From an optimization exercise on the open Yosys and OpenROAD flow, aimed at small area, a short achievable clock period and few clock cycles; shortcuts taken in it are not production practice. Power is estimated from default activity; no workload was simulated.

## crc_memchk
module crc_memchk (
    input  wire        clk,
    input  wire        rst,            
    input  wire        cmd_valid,
    output wire        cmd_ready,
    input  wire [31:0] cmd_word,
    input  wire [31:0] cmd_addr,
    input  wire [31:0] cmd_len,
    input  wire [31:0] cmd_ref,
    output wire        mem_req,
    output wire        mem_space,      
    output wire [31:0] mem_addr,
    input  wire        mem_gnt,
    input  wire        mem_rvalid,
    input  wire [15:0] mem_rdata,
    output reg         rsp_valid,
    output reg         rsp_err,
    output reg         rsp_mismatch,
    output wire [31:0] rsp_result,
    output reg         crc_fault
);
==> flow/config.mk <==
export PLATFORM = sky130hd
export DESIGN_NAME = crc_memchk
export DESIGN_NICKNAME = crc_memchk
export VERILOG_FILES = /design/flow/design.v
export SDC_FILE = /design/flow/constraint.sdc
export NUM_CORES = 4
export LEC_CHECK = 0
export CAP_MARGIN = 20
export CORE_MARGIN = 2
export CORE_UTILIZATION = 60
export CTS_BUF_LIST = sky130_fd_sc_hd__clkbuf_8
export PLACE_DENSITY = 0.75
export SETUP_SLACK_MARGIN = 3.6
export SLEW_MARGIN = 20
==> flow/constraint.sdc <==
create_clock -name core_clock -period 6.0 [get_ports {clk}]
set_input_delay 1.2000 -clock core_clock [delete_from_list [all_inputs] [get_ports {clk}]]
set_output_delay 1.2000 -clock core_clock [all_outputs]
set_load 0.01 [all_outputs]
standard.sh (not shown) runs the stock make flow with config.mk's settings and CLKGATE_MAP_FILE= SYNTH_SCRIPT=/design/flow/synth_recipe.tcl, a recipe that flattens the netlist after the stock synthesis.
==> flow/flow/run.sh <==
#!/bin/bash
# The standard layout, with every port buffered by the smallest buffer
# (sky130_fd_sc_hd__buf_1) instead of the delay cell the default picks;
# the repair steps resize these buffers where timing needs it.
set -euo pipefail
export BUFFER_PORTS_ARGS="-buffer_cell sky130_fd_sc_hd__buf_1"
bash standard.sh > standard.log 2>&1
Rerun with:
--- a/flow/design.v
+++ b/flow/design.v
@@ -17,16 +17,19 @@
     output reg         rsp_err,
     output reg         rsp_mismatch,
     output wire [31:0] rsp_result,
     output reg         crc_fault
 );
     localparam [31:0] Q32_ODD = ~32'hF0958FD9;
     reg         idle;         
     reg         chk_ph;       
+    reg         go_ph;        
+    reg         ok_q;         
+    reg         ne_q;         
     reg         rd;           
     reg         req;
     reg  [1:0]  infl;         
     reg         fin;          
     reg  [15:0] a;            
     reg  [15:0] n;            
     reg  [31:0] ref_val;
     reg         sp, w32, chk;
@@ -80,17 +83,17 @@
     always @* begin
         a_inc[0] = a[0] ^ sp;
         n_dec[0] = n[0] ^ sp;
         for (bi = 1; bi < 16; bi = bi + 1) begin
             a_inc[bi] = a[bi] ^ ((&(a[14:0] | ({15{1'b1}} << bi) | 15'd1)) && (!sp || a[0]));
             n_dec[bi] = n[bi] ^ (!(|(n[14:0] & ~({15{1'b1}} << bi) & ~15'd1)) && (!sp || !n[0]));
         end
     end
-    wire       rd_next = chk_ph ? (cmd_ok && nonempty) : (rd && !(grant && n_last));
+    wire       rd_next = go_ph ? (ok_q && ne_q) : (rd && !(grant && n_last));
     wire [1:0] infl_next = infl + {1'b0, grant} - {1'b0, mem_rvalid};
     wire [15:0] w32in = {d_hi, d_lo};
     wire [15:0] w16in = {d_lo, d_hi};
     wire [31:0] c32_raw;
     wire [15:0] c16_raw;
     wire c32_t0 = q[6] ^ w32in[6];
     wire c32_t1 = q[7] ^ w32in[7];
     wire c32_t2 = q[8] ^ w32in[8];
@@ -330,35 +333,41 @@
     wire mismatch = chk && (q != ref_val);
     always @(posedge clk) begin
         if (chk_ph) begin
             d_hi <= 8'd0;
         end else if (mem_rvalid) begin
             d_hi <= sp ? mem_rdata[7:0] : mem_rdata[15:8];
             d_lo <= sp ? d_hi : mem_rdata[7:0];
         end
-        if (idle) begin
+        if (!(chk_ph || go_ph || rd)) begin
             a       <= cmd_addr[15:0];
             n       <= cmd_len[15:0];
+        end else if (grant) begin
+            a <= a_inc;
+            n <= n_dec;
+        end
+        if (idle) begin
             ref_val <= cmd_ref;
             sp      <= cmd_word[8];
             w32     <= cmd_word[1];
             chk     <= cmd_word[4];
             hdr_ok  <= in_ok;
-        end else if (grant) begin
-            a <= a_inc;
-            n <= n_dec;
+        end else if (chk_ph) begin
+            ok_q <= cmd_ok;
+            ne_q <= nonempty;
         end
         if (chk_ph)
             q <= (w32 && sp && n[0]) ? Q32_ODD : 32'd0;
         else if (dv)
             q <= q_next;
         if (rst) begin
             idle         <= 1'b1;
             chk_ph       <= 1'b0;
+            go_ph        <= 1'b0;
             rd           <= 1'b0;
             req          <= 1'b0;
             infl         <= 2'd0;
             ph           <= 1'b0;
             fin          <= 1'b0;
             dv           <= 1'b0;
             dlast        <= 1'b0;
             rsp_valid    <= 1'b0;
@@ -368,21 +377,22 @@
         end else begin
             dv    <= mem_rvalid && (ph || !sp);
             ph    <= chk_ph ? n[0] : (ph ^ mem_rvalid);
             dlast <= mem_rvalid && !rd && (infl == 2'd1);
             rd    <= rd_next;
             req   <= (req && !mem_gnt) || (rd_next && (infl_next != 2'd3));
             infl  <= infl_next;
             chk_ph <= idle && cmd_valid;
-            fin   <= (chk_ph && cmd_ok && !nonempty) || (dv && dlast);
-            rsp_valid <= fin || (chk_ph && !cmd_ok);
+            go_ph <= chk_ph;
+            fin   <= (go_ph && ok_q && !ne_q) || (dv && dlast);
+            rsp_valid <= fin || (go_ph && !ok_q);
             rsp_err   <= !fin;
             rsp_mismatch <= mismatch;
             if (fin && mismatch)
                 crc_fault <= 1'b1;
             if (idle)
                 idle <= !cmd_valid;
-            else if ((chk_ph && !(cmd_ok && nonempty)) || (dv && dlast))
+            else if ((go_ph && !(ok_q && ne_q)) || (dv && dlast))
                 idle <= 1'b1;
         end
     end
 endmodule
Effect:
- The changed run passed the timing, design-rule and antenna checks
- global-route usage goes down by 1.3 points
- non-clock buffer count goes down by 50
- total power goes down by 5.1%
- area after synthesis goes up by 1.3%
- sequential share of layout area goes up by 2.5 points
- cell area goes down by 5.2%
- register-to-register slack gains 0.06 ns
- clock skew goes up by 0.0034 ns
- routed wire length goes down by 7.5%
- maximum frequency goes up by 2.5%
No functional check of the RTL was part of any run of this note.

[port drivers added, routing unchanged]
No port has a modelled driver above. Below, the same layouts with a new extraction and two added sets of constraints.
Step 1 assumes that a clkbuf_16 drives the clock port and a buf_2 every other input.
Step 2 also shifts input and output timing later by t, the mid clock arrival at the registers, as if the neighbouring blocks saw the same clock.
Three values: ideal, step 1, step 2; two values: the first two.
run | shift t [ns] | slack for setup (ns) | cell pins on the clock port's net
the first run | 0.499 | 3.489 / 3.467 / 3.134 | 1
the second run | 0.494 | 3.549 / 3.527 / 3.220 | 1
After both steps setup and hold are still met in every run listed. For the first run, which loses most, drivers alone change the setup slack by -0.022 ns; drivers and shift together by -0.355 ns.
